Source: an optimization exercise on an open RTL-to-GDS flow (aim: small area, a short achievable clock period and few clock cycles per item). Production flows keep margins and buffers that such runs may drop.
The RTL was checked by simulation tests, not by an equivalence proof against the original design.
No activity file was given, so power comes from the tool's default toggle rates.

==> flow/design.v <==
module mix_fadd_e (
    input  wire [7:0] e,
    output wire [7:0] E
);
    assign E = {e[7:1], e[0] | ~(|e)};
endmodule
module mix_fadd_o (
    input  wire [7:0]  Ea,
    input  wire [7:0]  Eb,
    output wire [13:0] o
);
    wire [7:0] p = Ea ^ ~Eb;
    wire [7:0] g = Ea & ~Eb;
    wire [7:0] G1, P1, G2, P2, G3, P3;
    genvar i;
    generate for (i = 0; i < 8; i = i + 1) begin : gl
        if (i & 1) begin : a1
            assign G1[i] = g[i] | (p[i] & g[i-1]);
            assign P1[i] = p[i] & p[i-1];
        end else begin : b1
            assign G1[i] = g[i];
            assign P1[i] = p[i];
        end
        if (i & 2) begin : a2
            assign G2[i] = G1[i] | (P1[i] & G1[(i & ~3) + 1]);
            assign P2[i] = P1[i] & P1[(i & ~3) + 1];
        end else begin : b2
            assign G2[i] = G1[i];
            assign P2[i] = P1[i];
        end
        if (i & 4) begin : a3
            assign G3[i] = G2[i] | (P2[i] & G2[3]);
            assign P3[i] = P2[i] & P2[3];
        end else begin : b3
            assign G3[i] = G2[i];
            assign P3[i] = P2[i];
        end
    end endgenerate
    wire [7:0] c0 = {G3[6:0], 1'b0};
    wire [7:0] c1 = {G3[6:0] | P3[6:0], 1'b1};
    wire [7:0] d1 = p ^ c1;                  
    wire [7:0] d0 = p ^ c0;                  
    wire       a_hi = G3[7] | P3[7];         
    wire [7:0] d  = a_hi ? d1 : ~d0;
    wire [4:0] ds = (|d[7:5]) ? 5'd31 : d[4:0];
    assign o = {a_hi, ds, a_hi ? Ea : Eb};
endmodule
module mix_fadd_a3 (
    input  wire [30:0] a,
    input  wire [30:0] b,
    input  wire [13:0] o,
    output wire [59:0] g
);
    wire        a_hi = o[13];
    wire [4:0]  ds   = o[12:8];
    wire [7:0]  e_hi = o[7:0];
    wire        na = |a[30:23];
    wire        nb = |b[30:23];
    wire [23:0] m_hi = a_hi ? {na, a[22:0]} : {nb, b[22:0]};
    wire [23:0] m_lo = a_hi ? {nb, b[22:0]} : {na, a[22:0]};
    wire [25:0] l0 = {m_lo, 2'b00};
    wire [25:0] l3 = ds[2] ? {4'b0,  l0[25:5],  |l0[4:0]}        : l0;
    wire [25:0] l4 = ds[3] ? {8'b0,  l3[25:9],  |l3[8:0]}        : l3;
    wire [25:0] al = ds[4] ? {16'b0, l4[25:17], |l4[16:0]}       : l4;
    assign g = {ds[1:0], e_hi, m_hi, al};
endmodule
module mix_fadd_s (
    input  wire [59:0] g,
    output wire [57:0] f
);
    wire [1:0]  ds = g[59:58];
    wire [25:0] l0 = g[25:0];
    wire [25:0] l1 = ds[0] ? {1'b0,  l0[25:2],  l0[1]   | l0[0]} : l0;
    wire [25:0] al = ds[1] ? {2'b0,  l1[25:3],  |l1[2:0]}        : l1;
    assign f = {g[57:26], al};
endmodule
module mix_fadd_b (
    input  wire [57:0] f,
    output wire [30:0] y,
    output wire        up
);
    wire [7:0]  e_hi   = f[57:50];
    wire        inf_in = &e_hi;
    wire [23:0] m_hi   = f[49:26];
    wire [23:0] lo     = f[25:2];
    wire        G      = f[1];
    wire        S      = f[0];
    wire [23:0] p = m_hi ^ lo;
    wire [23:0] g = m_hi & lo;
    wire        rup_n = G & (S | p[0]);          
    wire        rup_c = p[0] & (G | S | p[1]);   
    wire        cn    = g[0] | (p[0] & rup_n);   
    wire        cc    = g[0] | rup_c;
    wire [23:1] gp, pp;
    mix_prefix u_pre (.g(g[23:1]), .p(p[23:1]), .G(gp), .P(pp));
    wire [24:1] kn = {gp | (pp & {23{cn}}), cn};
    wire [24:1] kc = {gp | (pp & {23{cc}}), cc};
    wire        co = gp[23] | (pp[23] & g[0]);    
    wire [24:0] sn = {kn[24], p[23:1] ^ kn[23:1], p[0] ^ rup_n};
    wire [23:1] sc = p[23:1] ^ kc[23:1];
    assign      up    = co | sn[24];
    wire [7:0]  e_up  = e_hi + 8'd1;
    wire [7:0]  field = up ? e_up : (sn[23] ? e_hi : 8'd0);
    wire [22:0] man   = co ? sc[23:1] : sn[22:0];
    wire        ov    = up & (&e_hi[7:1]);         
    assign y = (inf_in | ov) ? 31'h7F800000 : {field, man};
endmodule
module mix_prefix (
    input  wire [23:1] g,
    input  wire [23:1] p,
    output wire [23:1] G,
    output wire [23:1] P
);
    wire [22:0] gl [0:5];
    wire [22:0] pl [0:5];
    assign gl[0] = g;
    assign pl[0] = p;
    genvar k, i;
    generate
        for (k = 0; k < 5; k = k + 1) begin : gk
            for (i = 0; i < 23; i = i + 1) begin : gi
                if ((i >> k) & 1) begin : gc
                    localparam integer J = ((i >> k) << k) - 1;
                    assign gl[k+1][i] = gl[k][i] | (pl[k][i] & gl[k][J]);
                    assign pl[k+1][i] = pl[k][i] & pl[k][J];
                end else begin : gn
                    assign gl[k+1][i] = gl[k][i];
                    assign pl[k+1][i] = pl[k][i];
                end
            end
        end
    endgenerate
    assign G = gl[5];
    assign P = pl[5];
endmodule
module mix_fdiv (
    input  wire [30:0] x,
    input  wire [1:0]  n,
    output wire [30:0] y,
    output wire        rup
);
    wire [7:0]  ex = x[30:23];
    wire        nx = |ex;
    wire        e1 = (ex[7:1] == 7'd0);         
    wire [23:0] M  = {nx, x[22:0]};
    wire [7:0]  ex1 = ex - 8'd1;
    wire [7:0]  ex2 = ex - 8'd2;
    wire        three = n[1] & n[0];
    wire [1:0]  r;
    wire [22:0] q3;
    mix_div3 u_d3 (.m(M), .q(q3), .r(r));
    wire [22:0] q   = three ? q3 : M[23:1];
    wire        f24 = three ? r[1] : M[0];
    wire        f23 = three & r[0];
    wire        f22 = three & r[1];
    wire        nz  = three ? (r[1] | r[0]) : M[0];    
    wire        top = q[22];
    wire        nrm1 = ~e1;                         
    wire        nrm0 = ~e1 & (ex != 8'd2);          
    wire        normal = top ? nrm1 : nrm0;
    wire [22:0] al0 = q;
    wire [22:0] al1 = {q[21:0], f24};
    wire [22:0] al2 = {q[20:0], f24, f23};
    wire [22:0] t_man = normal ? (top ? al1 : al2) : (e1 ? al0 : al1);
    wire        t_g   = normal ? (top ? f23 : f22) : (e1 ? f24 : f23);
    wire [7:0]  t_exp = normal ? (top ? ex1 : ex2) : 8'd0;
    wire        stk   = three & nz;
    wire        t_rup = t_g & (stk | t_man[0]);
    wire        pass = ~n[1] | (&ex);               
    assign y   = pass ? x : {t_exp, t_man};
    assign rup = ~pass & t_rup;
endmodule
module mix_div3 (
    input  wire [23:0] m,
    output wire [22:0] q,
    output wire [1:0]  r
);
    function [1:0] add3;                
        input [1:0] a, b;
        begin
            case ({a, b})
                4'b0000, 4'b0110, 4'b1001: add3 = 2'd0;
                4'b0001, 4'b0100, 4'b1010: add3 = 2'd1;
                default:                   add3 = 2'd2;
            endcase
        end
    endfunction
    wire [1:0] s [0:4][0:11];
    genvar t, k;
    generate
        for (t = 0; t < 12; t = t + 1) begin : gp
            wire [1:0] p = m[2*t+1:2*t];
            assign s[0][t] = (p == 2'd3) ? 2'd0 : p;
        end
        for (k = 0; k < 4; k = k + 1) begin : gl
            for (t = 0; t < 12; t = t + 1) begin : gt
                localparam integer P = 11 - t;
                localparam integer Q = ((P >> k) << k) - 1;
                if ((P >> k) & 1)
                    assign s[k+1][t] = add3(s[k][11 - Q], s[k][t]);
                else
                    assign s[k+1][t] = s[k][t];
            end
        end
        for (t = 0; t < 12; t = t + 1) begin : gq
            wire [1:0] rin = (t == 11) ? 2'd0 : s[4][(t == 11) ? 11 : t + 1];
            wire [3:0] v   = {rin, m[2*t+1:2*t]};
            reg  [1:0] qd;
            always @(*) begin
                case (v)
                    4'd0, 4'd1, 4'd2:   qd = 2'd0;
                    4'd3, 4'd4, 4'd5:   qd = 2'd1;
                    4'd6, 4'd7, 4'd8:   qd = 2'd2;
                    default:            qd = 2'd3;
                endcase
            end
            if (t == 11) begin : gtop
                assign q[22] = qd[0];
            end else begin : glow
                assign q[2*t+1:2*t] = qd;
            end
        end
    endgenerate
    assign r = s[4][0];
endmodule
module mix_inc31 (
    input  wire [30:0] x,
    input  wire        c,
    output wire [30:0] y
);
    wire [30:0] a [0:5];
    assign a[0] = {x[29:0], c};         
    genvar k, i;
    generate
        for (k = 0; k < 5; k = k + 1) begin : gk
            for (i = 0; i < 31; i = i + 1) begin : gi
                if ((i >> k) & 1) begin : gc
                    localparam integer J = ((i >> k) << k) - 1;
                    assign a[k+1][i] = a[k][i] & a[k][J];
                end else begin : gn
                    assign a[k+1][i] = a[k][i];
                end
            end
        end
    endgenerate
    assign y = x ^ a[5];
endmodule
module chord_mixer (
    input  wire        clk,
    input  wire        rst,
    input  wire        in_valid,
    output wire        in_ready,
    input  wire [1:0]  in_n,
    input  wire [31:0] in_s0,
    input  wire [31:0] in_s1,
    input  wire [31:0] in_s2,
    output wire        out_valid,
    input  wire        out_ready,
    output wire [31:0] out_data
);
    reg         v0, v1, v2, v3, v4, v5;      
    reg         t0, t1, t2, t3, t4, t5;      
    reg  [1:0]  n0, n1, n2, n3, n4;
    reg  [30:0] x0, x1, x2;          
    reg  [59:0] f1;                  
    reg  [30:0] y1;
    reg  [30:0] s01;                 
    reg  [30:0] y2;
    reg  [59:0] f3;                  
    reg  [30:0] sum;                 
    reg  [30:0] pre;                 
    reg         rup;
    reg         ov, ovn;             
    reg  [30:0] od;
    reg         sv, st;              
    reg  [30:0] sd;
    reg         hd;                  
    reg         rdy;                 
    wire [7:0]  E0, E1, E2, E3;
    wire [13:0] o1, o2;
    wire [59:0] f1_d;
    wire [57:0] f1s;
    wire [30:0] s01_d;
    wire        up1;
    mix_fadd_e  u_e0 (.e(x0[30:23]), .E(E0));
    mix_fadd_e  u_e1 (.e(x1[30:23]), .E(E1));
    mix_fadd_o  u_o1 (.Ea(E0), .Eb(E1), .o(o1));
    mix_fadd_a3 u_a1 (.a(x0), .b(x1), .o(o1), .g(f1_d));
    mix_fadd_s  u_s1 (.g(f1), .f(f1s));
    mix_fadd_b  u_b1 (.f(f1s), .y(s01_d), .up(up1));
    wire [59:0] f3_d;
    wire [57:0] f3s;
    wire [30:0] sum_d;
    wire        up2;
    mix_fadd_e  u_e2 (.e(s01[30:23]), .E(E2));
    mix_fadd_e  u_e3 (.e(y2[30:23]),  .E(E3));
    mix_fadd_o  u_o2 (.Ea(E2), .Eb(E3), .o(o2));
    mix_fadd_a3 u_a2 (.a(s01), .b(y2), .o(o2), .g(f3_d));
    mix_fadd_s  u_s2 (.g(f3), .f(f3s));
    mix_fadd_b  u_b2 (.f(f3s), .y(sum_d), .up(up2));
    wire [30:0] pre_d;
    wire        rup_d;
    mix_fdiv    u_d  (.x(sum), .n(n4), .y(pre_d), .rup(rup_d));
    wire [30:0] res;
    mix_inc31   u_i  (.x(pre), .c(rup), .y(res));
    wire        pop   = ov & out_ready;
    wire        take  = v5 & (~ov | pop) & (~hd | t5);
    wire        again = v5 & ~take;
    wire        ov_d  = take | (ov & ~pop);
    wire        hd_d  = again | (hd & ~(take & t5));
    wire        acc   = in_valid & rdy;
    always @(posedge clk) begin
        x0  <= sv ? sd : in_s0[30:0];
        x1  <= (~sv & in_n[1]) ? in_s1[30:0] : 31'd0;
        x2  <= (~sv & (in_n == 2'd3)) ? in_s2[30:0] : 31'd0;
        n0  <= sv ? 2'd1 : in_n;
        f1  <= f1_d;   y1 <= x2;  n1 <= n0;
        s01 <= s01_d;  y2 <= y1;  n2 <= n1;
        f3  <= f3_d;              n3 <= n2;
        sum <= sum_d;             n4 <= n3;
        pre <= pre_d;  rup <= rup_d;
        sd  <= res;
        {t0, t1, t2, t3, t4, t5} <= {sv & st, t0, t1, t2, t3, t4};
        st  <= again & (~hd | t5);
        if (take)
            od <= res;
        if (rst) begin
            {v0, v1, v2, v3, v4, v5} <= 6'd0;
            ov  <= 1'b0;
            ovn <= 1'b1;
            sv  <= 1'b0;
            hd  <= 1'b0;
            rdy <= 1'b1;
        end else begin
            {v0, v1, v2, v3, v4, v5} <= {sv | acc, v0, v1, v2, v3, v4};
            ov  <= ov_d;
            ovn <= ~ov_d;
            sv  <= again;
            hd  <= hd_d;
            rdy <= ~again & ~hd_d;
        end
    end
    assign in_ready  = rdy;
    assign out_valid = ~ovn;
    assign out_data  = {1'b0, od};
endmodule
==> flow/flow/run.sh <==
#!/bin/bash
# Own layout flow: the standard synthesis and layout, with two changes:
#  - the timing repair after placement, clock tree synthesis and global
#    routing aims for more setup slack than the flow settings allow;
#  - every input and output port still gets a buffer, but a plain buffer
#    (buf_2) rather than the delay cell buffer_ports picks by default.
# The clock period and all constraints stay those of constraint.sdc. Each
# step's output goes to a log of its own in the work folder (ORFS also keeps
# its per-step logs under orfs/).
set -euo pipefail
MARGIN=${MARGIN:-10.1}
PORTBUF=${PORTBUF:-sky130_fd_sc_hd__buf_2}
bash standard.sh synth > synth.log 2>&1
bash standard.sh finish SETUP_SLACK_MARGIN=$MARGIN \
    "BUFFER_PORTS_ARGS=-inputs -outputs -buffer_cell $PORTBUF" > layout.log 2>&1
==> flow/standard.sh <==
#!/bin/bash
# synth_recipe.tcl (not shown) runs the flow's synth.tcl, then flattens the netlist and writes it again
# the make line also repeats each setting of config.mk as NAME=value (left out here)
make -C /OpenROAD-flow-scripts/flow DESIGN_CONFIG=/design/flow/config.mk WORK_HOME=/design/flow/orfs CLKGATE_MAP_FILE= SYNTH_SCRIPT=/design/flow/synth_recipe.tcl "${@:-finish}"
==> flow/config.mk <==
export PLATFORM = sky130hd
export DESIGN_NAME = chord_mixer
export DESIGN_NICKNAME = chord_mixer
export VERILOG_FILES = /design/flow/design.v
export SDC_FILE = /design/flow/constraint.sdc
export NUM_CORES = 4
export LEC_CHECK = 0
export ABC_AREA = 1
export CAP_MARGIN = 20
export CORE_MARGIN = 2
export CORE_UTILIZATION = 40
export CTS_CLUSTER_DIAMETER = 120
export CTS_CLUSTER_SIZE = 24
export SLEW_MARGIN = 20
==> flow/constraint.sdc <==
create_clock -name core_clock -period 14.0 [get_ports {clk}]
set_input_delay 2.8000 -clock core_clock [delete_from_list [all_inputs] [get_ports {clk}]]
set_output_delay 2.8000 -clock core_clock [all_outputs]
set_load 0.01 [all_outputs]
==> flow_metrics.env, run 1 <==
export IMPL_place_area_um2=25800
export IMPL_synth_top_area_share=0.348
export IMPL_postSynthAreaPerCell_um2=7.21
export IMPL_clkSinkCount=459
export IMPL_rows=91
export IMPL_synth_cells=3419
export IMPL_period_minus_slack_ns=3.96
export IMPL_cp_top_family="flip-flops"
export IMPL_synth_top_area_cell="dfxtp_1"
export IMPL_drt_first_pass_iters=6
export IMPL_worst_slew_pin_slew_ns=1.18
export IMPL_power_share_combinational=0.591
export IMPL_worst_path_buf_inv=1
export IMPL_syn_to_final_growth_pct=13.0
export IMPL_drive_above_1_share=0.131
export IMPL_status="finished clean"
export IMPL_portBuffers=131
export IMPL_synth_edff_count=31
export IMPL_io_pins=136
export IMPL_max_slew_margin_rel=0.211
export IMPL_drt_wl_total_um=69000
export IMPL_fp_dieH_um=252
export IMPL_yosys_warnings=4
export IMPL_cts_buffers=23
export IMPL_p_per_area_nw_per_um2=221
export IMPL_grt_setup_unrepaired="yes"
export IMPL_min_period_over_period=0.283
export IMPL_crit_fanout=1
export IMPL_internal_power_mw=3.17
export IMPL_grt_pass1_wl_um=104000
export IMPL_vias=21600
export IMPL_clk_latency_ns=0.59
export IMPL_gp_congestion=0.913
export IMPL_power_frac_seq=0.291
export IMPL_stdcell_area_um2=27900
export IMPL_drv_slew=0
export IMPL_vdd_ir_drop_max_uv=171
export IMPL_cts_path_max_buffers=3
export IMPL_antenna_found_initial=0
export IMPL_path_cells="buf_2"
export IMPL_max_stage_delay_ns=0.42
export IMPL_synth_seq_cells=459
export IMPL_initial_core_util=0.402
export IMPL_synthTopCellsByArea="dfxtp_1, nand2_1, inv_1"
export IMPL_path_clk_slew_ns=0.11
export IMPL_fin_nets=3788
export IMPL_synth_distinct_cells=65
export IMPL_netlist_area_um2=24700
export IMPL_grt_max_degree=61
export IMPL_track_usage=0.206
export IMPL_synth_common_cells="nand2_1, inv_1, dfxtp_1"
export IMPL_timing_fmax_ghz=0.252
export IMPL_endpoint_kind="primary output"
export IMPL_power_switching_share=0.485
export IMPL_routed_via_density=4.97
export IMPL_stdcell_count=4344
export IMPL_yosysMostFrequentCell="nand2_1"
export IMPL_power_share_clock=0.117
export IMPL_ys_flop_type="dfxtp_1"
export IMPL_critPathRequiredTime_ns=11.20
export IMPL_root_buffer="clkbuf_16"
export IMPL_critPathSlowestCell="edfxtp_1"
export IMPL_wire_per_inst_um=15.9
export IMPL_grt_overflow=0
export IMPL_core_area_um2=61400
export IMPL_crit_arrival_ns=1.16
export IMPL_leakagePower_nw=13.3
export IMPL_drv_cap=0
export IMPL_crit_type="reg2out"
export IMPL_hpwlAfterDp_um=51000
export IMPL_fin_skew_ns=0.0242
export IMPL_place_inst=4236
export IMPL_antenna_left=0
export IMPL_grt_pass1_vias=19200
export IMPL_cts_tree="built"
export IMPL_diodes=0
export IMPL_post_route_drc_count=0
export IMPL_p_sw_mw=2.98
export IMPL_hold_class="reg2reg"
export IMPL_yosysSeqAreaShare=0.385
export IMPL_setup_tns_ns=0
export IMPL_synth_fp_nets=3659
export IMPL_die_x_um=252
export IMPL_critPathLaunchType="flop"
export IMPL_htreeDepth=1
export IMPL_synthArstFlopShare=0
export IMPL_dieArea_um2=63600
export IMPL_drt_iter0_drc=1562
export IMPL_hold_viol=0
export IMPL_setup_viol=0
==> cells by family (layout without fill, tap and decap cells) <==
family	after synthesis	count (layout)	synth area share
flops	459	459	0.385
other cells	1	1	0.000152
fa+ha+maj	138	138	0.0737
xor+xnor	123	123	0.0437
mux	21	21	0.00853
buf+inv	567	691	0.0922
simple gates	1520	1530	0.263
compound gates	590	591	0.134
==> timing repair <==
| item | CTS | global route |
|---|---|---|
| hold endpoints to repair | 0 | 0 |
| gates cloned | 8 | 11 |
| pin swaps | 9 | 41 |
| hold buffers | 0 | 0 |
| resized for setup | 47 | 143 |
| buffers inserted | 21 | 37 |
| setup endpoints to repair | 182 | 174 |
==> routing by layer <==
layer / GRT usage / share of wire / vias to the layer above
li1: - / - / 11200
met1: 0.275 / 0.45 / 9763
met2: 0.354 / 0.47 / 505
met3: 0.0136 / 0.036 / 128
met4: 0.0681 / 0.039 / 0
met5: 0 / 0 / -
==> state kept, by name, indices dropped and copies added (netlist names), 31 cells and up <==
signal  cells
y1         31
x2         31
f3         60
f1         60
sd         31
x1         31
y2         31
s01        31
od         31
pre        31
x0         31
sum        31
==> layout by cell type (no fill, tap or decap), types with 22 or more instances in the layout <==
master and n:
a21oi_1 176, buf_2 130, buf_4 55, clkbuf_16 25, dfxtp_1 416, edfxtp_1 31, ha_1 119, inv_1 415
nand2_1 829, nand2_2 24, nand3_1 169, nand3_2 28, nand4_1 32, nor2_1 324, nor2_4 22, nor3_1 22
o211ai_1 29, o21ai_0 261, xor2_1 103
==> final cells by class <==
| type | count | area [µm²] |
|---|---|---|
| multi-input combinational | 2404 | 13500 |
| inverter | 450 | 1750 |
| clock inverter | 3 | 45.0 |
| fill | 6251 | 33500 |
| timing repair inverter | 6 | 42.5 |
| sequential | 459 | 9520 |
| clock buffer | 28 | 594 |
| timing repair buffer | 204 | 1370 |
| tap | 790 | 988 |
==> stage by stage <==
step / util / total power, mW / hold slack (ns) / worst slack (ns)
CTS: 0.439 / 5.88 / 0.321 / 9.93
floorplan: - / 4.21 / 0.310 / 10.12
finish: 0.454 / 6.16 / 0.314 / 10.04
detailed placement: 0.421 / 5.00 / 0.312 / 8.83
global placement: 0.421 / 4.99 / 0.310 / 8.82
global route: 0.454 / 6.70 / 0.320 / 9.85
==> path summary, 6_finish.rpt <==
kind | slack, ns | start | to | cells past startpoint
setup / recovery | 10.04 | od[15] | out_data[15] | 1
hold / removal | 0.31 | y1[7] | y2[7] | 0
hold reg to reg | 0.31 | y1[7] | y2[7] | 0
setup reg to reg | 10.06 | x1[29] | f1[0] | 25
==> power groups by stage <==
stage / clock network, mW / registers, mW / logic [mW]
final: 0.723 / 1.79 / 3.64
after detailed placement: 0 / 1.81 / 3.19
after global placement: 0 / 1.81 / 3.18
after CTS: 0.748 / 1.79 / 3.34
after floorplan: 0 / 1.73 / 2.49
after global routing: 0.788 / 1.82 / 4.09
Testbench counts, summed over its fixed seeds: cycles 16,056, items 16,000.
==> run 2: changes to the inputs <==
--- a/flow/flow/run.sh
+++ b/flow/flow/run.sh
@@ -9,5 +9,5 @@
 # its per-step logs under orfs/).
 set -euo pipefail
-MARGIN=${MARGIN:-10.1}
+MARGIN=${MARGIN:-10}
 PORTBUF=${PORTBUF:-sky130_fd_sc_hd__buf_2}
 bash standard.sh synth > synth.log 2>&1
==> run 2 against run 1 <==
Worst hold slack better by 0.0011 ns; die area did not move; utilization fell by 0.45 points; still clean; via count down 0.92%; clock skew rose by 0.0012 ns; sequential power about the same; non-clock buffer count is 11 lower; wire length shrank 0.93%; setup slack worse by 0.0085 ns; first-iteration DRC count decreased by 1.2%; sequential share of layout area up 0.31 points; count of clock-buffer cells in the layout unchanged.
==> flow_metrics.env, run 2 <==
export IMPL_crit_fanout=1
export IMPL_worst_path_buf_inv=1
export IMPL_cts_buffers=23
export IMPL_synth_fp_nets=3659
export IMPL_layout_commonest_cell="nand2_1"
export IMPL_stdcell_count=4331
export IMPL_grt_pass1_wl_um=104000
export IMPL_hold_viol=0
export IMPL_synth_cells=3419
export IMPL_core_area_um2=61400
export IMPL_fin_nets=3775
export IMPL_drive_above_1_share=0.121
export IMPL_rows=91
export IMPL_yosysSeqAreaShare=0.385
export IMPL_cp_depth=1
export IMPL_critPathSlowestCell="edfxtp_1"
export IMPL_place_ws_ns=8.83
export IMPL_r2r_end="f3[0]"
export IMPL_critPathLaunchType="flop"
export IMPL_ys_flop_type="dfxtp_1"
export IMPL_antenna_found_initial=0
export IMPL_setup_viol=0
export IMPL_fin_skew_ns=0.0254
export IMPL_crit_type="reg2out"
export IMPL_vdd_ir_drop_max_uv=172
export IMPL_reg2reg_depth=25
export IMPL_hold_depth=0
export IMPL_root_buffer="clkbuf_16"
export IMPL_yosysMostFrequentCell="nand2_1"
export IMPL_place_area_um2=25800
export IMPL_grtUsageMet2=0.352
export IMPL_portBuffers=131
export IMPL_max_slew_margin_rel=0.298
export IMPL_leakagePower_nw=13.2
export IMPL_fillers=6292
export IMPL_max_stage_delay_ns=0.43
export IMPL_regArea_um2=9510
export IMPL_clk_latency_ns=0.59
export IMPL_synthTopCellsByArea="dfxtp_1, nand2_1, inv_1"
export IMPL_gp_congestion=0.913
export IMPL_path_clk_slew_ns=0.10
export IMPL_multi_input_area_um2=13400
export IMPL_synth_top_area_share=0.348
export IMPL_grt_overflow=0
export IMPL_worst_slew_pin_slew_ns=1.05
export IMPL_crit_end="out_data[29]"
export IMPL_fp_dieH_um=252
export IMPL_cp_top_family="flip-flops"
export IMPL_diodes=0
export IMPL_hpwlAfterDp_um=51000
export IMPL_setup_tns_ns=0
export IMPL_synth_distinct_cells=65
export IMPL_drv_cap=0
export IMPL_synth_common_cells="nand2_1, inv_1, dfxtp_1"
export IMPL_clkSinkCount=459
export IMPL_drt_first_pass_iters=5
export IMPL_place_inst=4236
export IMPL_power_total_mw=6.11
export IMPL_busiest_layer="met2"
export IMPL_startpoint="od[29]"
export IMPL_use_met1=0.275
export IMPL_hold_class="reg2reg"
export IMPL_stdcell_area_um2=27600
export IMPL_p_per_area_nw_per_um2=222
export IMPL_timing_fmax_ghz=0.252
export IMPL_endpoint_kind="primary output"
export IMPL_drt_wl_total_um=68400
export IMPL_netlist_area_um2=24700
export IMPL_cts_tree="built"
export IMPL_drt_iter0_drc=1543
export IMPL_track_usage=0.206
export IMPL_syn_to_final_growth_pct=11.8
export IMPL_final_cell_mix="nand2_1, dfxtp_1, inv_1, nor2_1, o21ai_0"
export IMPL_routed_via_density=4.94
export IMPL_die_x_um=252
export IMPL_met3_usage=0.0136
export IMPL_reg_top3="f1 x60, f3 x60"
export IMPL_grt_max_degree=61
export IMPL_setup_ws_ns=10.03
export IMPL_grt_pass1_vias=19200
export IMPL_synthArstFlopShare=0
export IMPL_min_period_over_period=0.284
export IMPL_period_minus_slack_ns=3.97
export IMPL_yosys_warnings=4
export IMPL_synth_edff_count=31
export IMPL_r2r_start="y2[24]"
export IMPL_post_route_util=0.449
export IMPL_critPathRequiredTime_ns=11.20
export IMPL_dieArea_um2=63600
export IMPL_grt_setup_unrepaired="yes"
export IMPL_synth_top_area_cell="dfxtp_1"
export IMPL_cts_path_max_buffers=3
export IMPL_synth_seq_cells=459
export IMPL_rrSetupSlack_ns=10.11
export IMPL_io_pins=136
export IMPL_status="finished clean"
export IMPL_postSynthAreaPerCell_um2=7.21
export IMPL_initial_core_util=0.402
export IMPL_vias=21400
export IMPL_wire_per_inst_um=15.8
export IMPL_post_route_drc_count=0
export IMPL_htreeDepth=1
export IMPL_antenna_left=0
export IMPL_crit_arrival_ns=1.17
export IMPL_timing_hold_ws_ns=0.315
export IMPL_drv_slew=0
export IMPL_path_cells="buf_2"
run 2: logic make-up after synthesis:
kind of cell,synth area share
compound gates,0.134
mux,0.00853
simple gates,0.263
fa+ha+maj,0.0737
xor+xnor,0.0437
other cells,0.000152
flops,0.385
buf+inv,0.0922
run 2: report_power, final:
part | internal [mW] | switching (mW)
clock network | 0.308 | 0.416
logic | 1.25 | 2.35
registers | 1.59 | 0.196
total | 3.15 | 2.97
run 2: how the worst min path moves through the flow:
stage	startpoint	to
CTS	y1[7]	y2[7]
global placement	x2[2]	y1[2]
floorplan	n0[0]	n1[0]
finish	y1[7]	y2[7]
global route	x2[8]	y1[8]
detailed placement	n1[1]	n2[1]
run 2: final cells by class:
| class | count | area share |
|---|---|---|
| sequential | 459 | 0.345 |
| multi-input combinational | 2403 | 0.488 |
| clock inverter | 3 | 0.00163 |
| tap | 790 | 0.0358 |
| inverter | 450 | 0.0634 |
| clock buffer | 28 | 0.0216 |
| timing repair inverter | 5 | 0.00118 |
| timing repair buffer | 193 | 0.0439 |
run 2: layer usage:
| metal | routed length (µm) | vias to the layer above |
|---|---|---|
| met5 | 0 | - |
| met4 | 2400 | 0 |
| met3 | 2510 | 111 |
| met2 | 32200 | 502 |
| met1 | 31200 | 9618 |
| li1 | - | 11200 |
run 2: timing repair:
action / CTS / global route
hold buffers: 0 / 0
gates cloned: 7 / 8
buffers inserted: 21 / 28
pin swaps: 9 / 19
endpoints found under the hold margin: 0 / 0
resized for setup: 31 / 124
endpoints found under the setup margin: 99 / 142
==> run 3: changes to the inputs <==
--- a/flow/config.mk
+++ b/flow/config.mk
@@ -11,4 +11,4 @@
 export CORE_UTILIZATION = 40
 export CTS_CLUSTER_DIAMETER = 120
-export CTS_CLUSTER_SIZE = 24
+export CTS_CLUSTER_SIZE = 28
 export SLEW_MARGIN = 20
==> run 3 against run 2 <==
Synthesized area unchanged; cell count about the same; total power is 0.13% lower; utilization rose by 0.071 points; combinational power increased by 1%; via count up 0.26%.
==> flow_metrics.env, run 3 <==
export IMPL_status="finished clean"
export IMPL_cts_tree="built"
export IMPL_rows=91
export IMPL_clkSinkCount=459
export IMPL_root_buffer="clkbuf_16"
export IMPL_io_pins=136
export IMPL_hold_viol=0
export IMPL_track_usage=0.205
export IMPL_crit_type="reg2out"
export IMPL_layout_commonest_cell="nand2_1"
export IMPL_reg_top3="f1 x60, f3 x60"
export IMPL_yosysSeqAreaShare=0.385
export IMPL_critPathRequiredTime_ns=11.20
export IMPL_fin_nets=3779
export IMPL_power_switching_share=0.489
export IMPL_synth_top_area_share=0.348
export IMPL_synth_common_cells="nand2_1, inv_1, dfxtp_1"
export IMPL_yosysMostFrequentCell="nand2_1"
export IMPL_drt_iter0_drc=1515
export IMPL_fin_skew_ns=0.0203
export IMPL_drv_cap=0
export IMPL_antenna_left=0
export IMPL_period_minus_slack_ns=3.95
export IMPL_cts_buffers=20
export IMPL_routed_via_density=4.95
export IMPL_post_route_drc_count=0
export IMPL_postSynthAreaPerCell_um2=7.21
export IMPL_reg2reg_depth=24
export IMPL_dieArea_um2=63600
export IMPL_timing_fmax_ghz=0.253
export IMPL_p_per_area_nw_per_um2=221
export IMPL_cts_path_max_buffers=3
export IMPL_syn_to_final_growth_pct=12.0
export IMPL_drive_above_1_share=0.126
export IMPL_min_to="y2[7]"
export IMPL_p_sw_mw=2.99
export IMPL_clk_latency_ns=0.57
export IMPL_drt_wl_total_um=68400
export IMPL_initial_core_util=0.402
export IMPL_crit_fanout=1
export IMPL_internal_power_mw=3.12
export IMPL_power_frac_seq=0.293
export IMPL_min_period_over_period=0.282
export IMPL_setup_viol=0
export IMPL_regArea_um2=9520
export IMPL_hold_class="reg2reg"
export IMPL_synthArstFlopShare=0
export IMPL_path_cells="buf_2"
export IMPL_synth_cells=3419
export IMPL_grt_pass1_vias=19100
export IMPL_gp_congestion=0.913
export IMPL_place_area_um2=25800
export IMPL_wire_per_inst_um=15.8
export IMPL_timing_hold_ws_ns=0.315
export IMPL_drv_slew=0
export IMPL_vdd_ir_drop_max_uv=157
export IMPL_setup_ws_ns=10.05
export IMPL_grt_max_degree=61
export IMPL_synth_fp_nets=3659
export IMPL_hold_depth=0
export IMPL_path_clk_slew_ns=0.12
export IMPL_max_slew_margin_rel=0.286
export IMPL_vias=21400
export IMPL_grt_setup_unrepaired="yes"
export IMPL_final_cell_mix="nand2_1, dfxtp_1, inv_1, nor2_1, o21ai_0"
export IMPL_grt_overflow=0
export IMPL_rrSetupSlack_ns=10.14
export IMPL_antenna_found_initial=1
export IMPL_netlist_area_um2=24700
export IMPL_synth_edff_count=31
export IMPL_portBuffers=131
export IMPL_ys_flop_type="dfxtp_1"
export IMPL_stdcell_count=4335
export IMPL_place_inst=4236
export IMPL_holdCritStartpoint="y1[7]"
export IMPL_drt_first_pass_iters=6
export IMPL_htreeDepth=1
export IMPL_synth_seq_cells=459
export IMPL_max_stage_delay_ns=0.43
export IMPL_fp_dieH_um=252
export IMPL_synth_distinct_cells=65
export IMPL_worst_path_buf_inv=1
export IMPL_core_area_um2=61400
export IMPL_grt_pass1_wl_um=104000
export IMPL_power_share_combinational=0.597
export IMPL_endpoint_kind="primary output"
export IMPL_die_x_um=252
export IMPL_synth_top_area_cell="dfxtp_1"
export IMPL_power_share_clock=0.110
export IMPL_leakagePower_nw=13.2
export IMPL_synthTopCellsByArea="dfxtp_1, nand2_1, inv_1"
export IMPL_cp_top_family="flip-flops"
export IMPL_place_ws_ns=8.83
export IMPL_diodes=0
export IMPL_yosys_warnings=4
export IMPL_fillers=6298
export IMPL_stdcell_area_um2=27600
export IMPL_worst_slew_pin_slew_ns=1.06
export IMPL_setup_tns_ns=0
export IMPL_r2r_start="x1[29]"
export IMPL_r2r_end="f1[0]"
export IMPL_multi_input_area_um2=13500
export IMPL_critPathSlowestCell="edfxtp_1"
export IMPL_hpwlAfterDp_um=51000
export IMPL_crit_arrival_ns=1.15
export IMPL_critPathLaunchType="flop"
## run 3: cell counts after synthesis
Identical to the previous run, type by type.
## run 3: worst max-delay path by stage
stage | cells past startpoint | start | endpoint
after floorplan | 6 | out_ready | hd
after global placement | 24 | y2[24] | f3[0]
after detailed placement | 24 | y2[24] | f3[0]
after CTS | 25 | y2[24] | f3[0]
after global routing | 25 | y2[24] | f3[0]
final | 1 | od[27] | out_data[27]
## run 3: per-layer routing
layer / GRT usage / wire length (µm)
met1: 0.273 / 31200
met2: 0.350 / 32200
met3: 0.0144 / 2450
met5: 0 / 0
met4: 0.0719 / 2590
## run 3: timing repair
action,CTS,global route
resized for setup,30,146
hold buffers,0,0
endpoints found under the setup margin,101,140
setup buffers,24,33
pin swaps,10,30
cloned,6,8
## run 3: power groups by stage
stage	Clock [mW]	Sequential (mW)	Combinational, mW
floorplan	0	1.73	2.49
global placement	0	1.81	3.18
detailed placement	0	1.81	3.19
CTS	0.699	1.79	3.32
global route	0.738	1.82	4.09
finish	0.671	1.79	3.64
## run 3: cell families after synthesis
family / Yosys count / share of synthesized area
and+or+nand+nor: 1520 / 0.263
adders and majority gates: 138 / 0.0737
DFF: 459 / 0.385
AOI/OAI and AO/OA: 590 / 0.134
other: 1 / 0.000152
buffers and inverters: 567 / 0.0922
muxes: 21 / 0.00853
xor gates and xnor gates: 123 / 0.0437
## run 3: final cells by class
class                           count  share of cell area
Timing Repair Buffer              201              0.0463
Clock buffer                       25              0.0188
Sequential cell                   459               0.345
Inverter                          450              0.0632
Timing Repair inverter              4            0.000997
Multi-Input combinational cell   2403               0.489
Clock inverter                      3             0.00131
Tap cell                          790              0.0358
## run 3: metrics by stage
step           power [mW]   util
3_5_place_dp         5.00  0.421
4_1_cts              5.80  0.436
5_1_grt              6.64  0.450
2_1_floorplan        4.21      -
3_3_place_gp         4.99  0.421
6_report             6.11  0.450
==> run 4: changes to the inputs <==
--- a/flow/config.mk
+++ b/flow/config.mk
@@ -7,8 +7,8 @@
 export LEC_CHECK = 0
 export ABC_AREA = 1
-export CAP_MARGIN = 20
+export CAP_MARGIN = 5
 export CORE_MARGIN = 2
 export CORE_UTILIZATION = 40
 export CTS_CLUSTER_DIAMETER = 120
-export CTS_CLUSTER_SIZE = 28
-export SLEW_MARGIN = 20
+export CTS_CLUSTER_SIZE = 24
+export SLEW_MARGIN = 5
==> run 4 against run 3 <==
Via count decreased by 0.24%; setup slack got worse by 0.010 ns; utilization decreased by 0.071 points; critical path type unchanged; total power increased by 0.13%; sequential share of layout area about the same; sequential power about the same; count of clock-buffer cells in the layout increased by 3; clock power increased by 7.7%; clock skew increased by 0.0075 ns; die area unchanged; maximum frequency decreased by 0.25%; global-route usage about the same.
==> flow_metrics.env, run 4 <==
export IMPL_drt_wl_total_um=68400
export IMPL_yosysMostFrequentCell="nand2_1"
export IMPL_power_switching_share=0.485
export IMPL_cts_buffers=23
export IMPL_fillers=6292
export IMPL_yosys_warnings=4
export IMPL_internal_power_mw=3.15
export IMPL_synth_seq_cells=459
export IMPL_worst_slew_pin_slew_ns=1.13
export IMPL_worst_path_buf_inv=1
export IMPL_endpoint_kind="primary output"
export IMPL_synth_edff_count=31
export IMPL_final_cell_mix="nand2_1, dfxtp_1, inv_1, nor2_1, o21ai_0"
export IMPL_synth_fp_nets=3659
export IMPL_grt_pass1_vias=19200
export IMPL_synth_top_area_share=0.348
export IMPL_vdd_ir_drop_max_uv=171
export IMPL_core_area_um2=61400
export IMPL_routed_via_density=4.94
export IMPL_syn_to_final_growth_pct=11.8
export IMPL_stdcell_area_um2=27600
export IMPL_r2r_start="y2[24]"
export IMPL_root_buffer="clkbuf_16"
export IMPL_reg_top3="f1 x60, f3 x60"
export IMPL_gp_congestion=0.913
export IMPL_critPathRequiredTime_ns=11.20
export IMPL_min_period_over_period=0.283
export IMPL_place_area_um2=25800
export IMPL_drt_first_pass_iters=7
export IMPL_grt_overflow=0
export IMPL_grt_setup_unrepaired="yes"
export IMPL_setup_ws_ns=10.04
export IMPL_crit_type="reg2out"
export IMPL_crit_arrival_ns=1.16
export IMPL_place_ws_ns=8.83
export IMPL_die_x_um=252
export IMPL_power_total_mw=6.11
export IMPL_timing_fmax_ghz=0.252
export IMPL_place_inst=4236
export IMPL_yosysSeqAreaShare=0.385
export IMPL_power_frac_seq=0.293
export IMPL_fin_skew_ns=0.0277
export IMPL_hold_class="reg2reg"
export IMPL_p_per_area_nw_per_um2=222
export IMPL_post_route_drc_count=0
export IMPL_postSynthAreaPerCell_um2=7.21
export IMPL_cts_path_max_buffers=3
export IMPL_htreeDepth=1
export IMPL_synth_common_cells="nand2_1, inv_1, dfxtp_1"
export IMPL_post_route_util=0.449
export IMPL_drv_cap=0
export IMPL_power_share_clock=0.118
export IMPL_timing_hold_ws_ns=0.315
export IMPL_antenna_left=0
export IMPL_rows=91
export IMPL_path_clk_slew_ns=0.10
export IMPL_ys_flop_type="dfxtp_1"
export IMPL_diodes=0
export IMPL_critPathLaunchType="flop"
export IMPL_fin_nets=3775
export IMPL_crit_fanout=1
export IMPL_layout_commonest_cell="nand2_1"
export IMPL_io_pins=136
export IMPL_synth_top_area_cell="dfxtp_1"
export IMPL_hold_viol=0
export IMPL_stdcell_count=4331
export IMPL_synth_cells=3419
export IMPL_antenna_found_initial=0
export IMPL_path_cells="buf_2"
export IMPL_track_usage=0.206
export IMPL_synthTopCellsByArea="dfxtp_1, nand2_1, inv_1"
export IMPL_drt_iter0_drc=1568
export IMPL_period_minus_slack_ns=3.96
export IMPL_fp_dieH_um=252
export IMPL_cp_top_family="flip-flops"
export IMPL_cts_hold_buf=0
export IMPL_drive_above_1_share=0.121
export IMPL_clkSinkCount=459
export IMPL_clk_latency_ns=0.59
export IMPL_grt_pass1_wl_um=104000
export IMPL_cts_tree="built"
export IMPL_synthArstFlopShare=0
export IMPL_portBuffers=131
export IMPL_synth_distinct_cells=65
export IMPL_netlist_area_um2=24700
export IMPL_power_share_combinational=0.589
export IMPL_holdCritStartpoint="y1[7]"
export IMPL_drv_slew=0
export IMPL_dieArea_um2=63600
export IMPL_grt_max_degree=61
export IMPL_status="finished clean"
export IMPL_wire_per_inst_um=15.8
export IMPL_leakagePower_nw=13.2
export IMPL_setup_tns_ns=0
export IMPL_hpwlAfterDp_um=51000
export IMPL_startpoint="od[15]"
export IMPL_p_sw_mw=2.97
export IMPL_setup_viol=0
export IMPL_initial_core_util=0.402
export IMPL_vias=21400
export IMPL_critPathSlowestCell="edfxtp_1"
export IMPL_max_slew_margin_rel=0.247
export IMPL_max_stage_delay_ns=0.42
-- run 4: cell types whose count changed in the layout (fill, tap and decap cells not counted), sizes merged --
cell      previous run  this run
nand3              206       205
buf                201       193
clkbuf              25        28
clkinvlp            10        11
nor2               366       367
-- run 4: layout make-up --
cell class              instances  area [µm²]  share of cell area
repair inverters                5        32.5             0.00118
clock inverters                 3        45.0             0.00163
clock buffers                  28         594              0.0216
well taps                     790         988              0.0358
flip-flops and latches        459        9510               0.345
inverters                     450        1750              0.0634
repair buffers                193        1210              0.0439
multi-input cells            2403       13400               0.488
-- run 4: per-layer routing --
metal,up-vias,GRT usage,part of all wire,routed length (µm)
met2,512,0.352,0.47,32300
met4,0,0.0683,0.035,2400
met1,9615,0.275,0.46,31300
met5,-,0,0,0
li1,11200,-,-,-
met3,111,0.0136,0.036,2460
-- run 4: worst reg2reg max path, stage by stage (launching register included) --
cell,delay (ns)
dfxtp_1,0.31
inv_2,0.07
nand4_1,0.10
nor4_2,0.35
nor2_1,0.13
ha_2,0.20
fa_2,0.38
nand3_2,0.09
nand2_4,0.08
fa_2,0.40
a21oi_2,0.13
xnor2_1,0.09
nand2_2,0.06
o21ai_2,0.07
nor2_4,0.20
nand3_4,0.18
buf_4,0.22
nor2_1,0.09
inv_1,0.06
o21ai_1,0.24
nor2_1,0.07
nand2_1,0.06
nor2_1,0.05
nand2_1,0.06
nand2_1,0.04
nand2_1,0.08
-- run 4: what timing repair did --
item	in CTS	in global routing
endpoints found under the setup margin	99	142
gates cloned	7	8
setup buffers	21	28
endpoints found under the hold margin	0	0
gates resized for setup	31	124
pin swaps	9	19
-- run 4: worst paths after layout --
check | cells past startpoint | endpoint | slack, ns
max | 1 | out_data[15] | 10.04
max reg2reg | 25 | f3[0] | 10.11
min reg2reg | 0 | y2[7] | 0.32
min | 0 | y2[7] | 0.32
-- run 4: cell families after synthesis --
kind of cell,after synthesis,share of synthesized area
xor+xnor,123,0.0437
mux,21,0.00853
fa+ha+maj,138,0.0737
flops,459,0.385
compound gates,590,0.134
other cells,1,0.000152
buf+inv,567,0.0922
simple gates,1520,0.263
-- run 4: power groups by stage --
stage	clock network [mW]	registers, mW	logic [mW]
finish	0.723	1.79	3.60
global route	0.788	1.82	4.05
CTS	0.748	1.79	3.31
detailed placement	0	1.81	3.19
global placement	0	1.81	3.18
floorplan	0	1.73	2.49

==> separate check: timing with driven ports <==
How much do the figures lean on ideal ports? The routed layouts below were timed once more, with nothing changed but the port constraints.
Step 1, drivers: a clkbuf_16 drives clk and a buf_2 each remaining input, both assumed.
Step 2 adds t to the input delays and takes it off the output delays; t is the mean of the earliest and latest rising clock arrival at the registers after step 1. Input paths then give back, and output paths get back, about the clock's delay inside the block.
Slacks: ideal ports / drivers / drivers and shift; pairs: ideal ports / drivers.
run | shift t [ns] | setup slack, ns | worst setup path after step 2
run 1 | 0.629 | 10.035 / 9.979 / 9.614 | input to register
run 2 | 0.629 | 10.027 / 9.971 / 9.621 | input to register
run 3 | 0.619 | 10.046 / 9.989 / 9.641 | input to register
run 4 | 0.631 | 10.036 / 9.980 / 9.638 | input to register
After both steps every run listed still meets setup and hold. For run 1, which loses most, drivers alone change the setup slack by -0.056 ns; drivers and shift together by -0.421 ns.
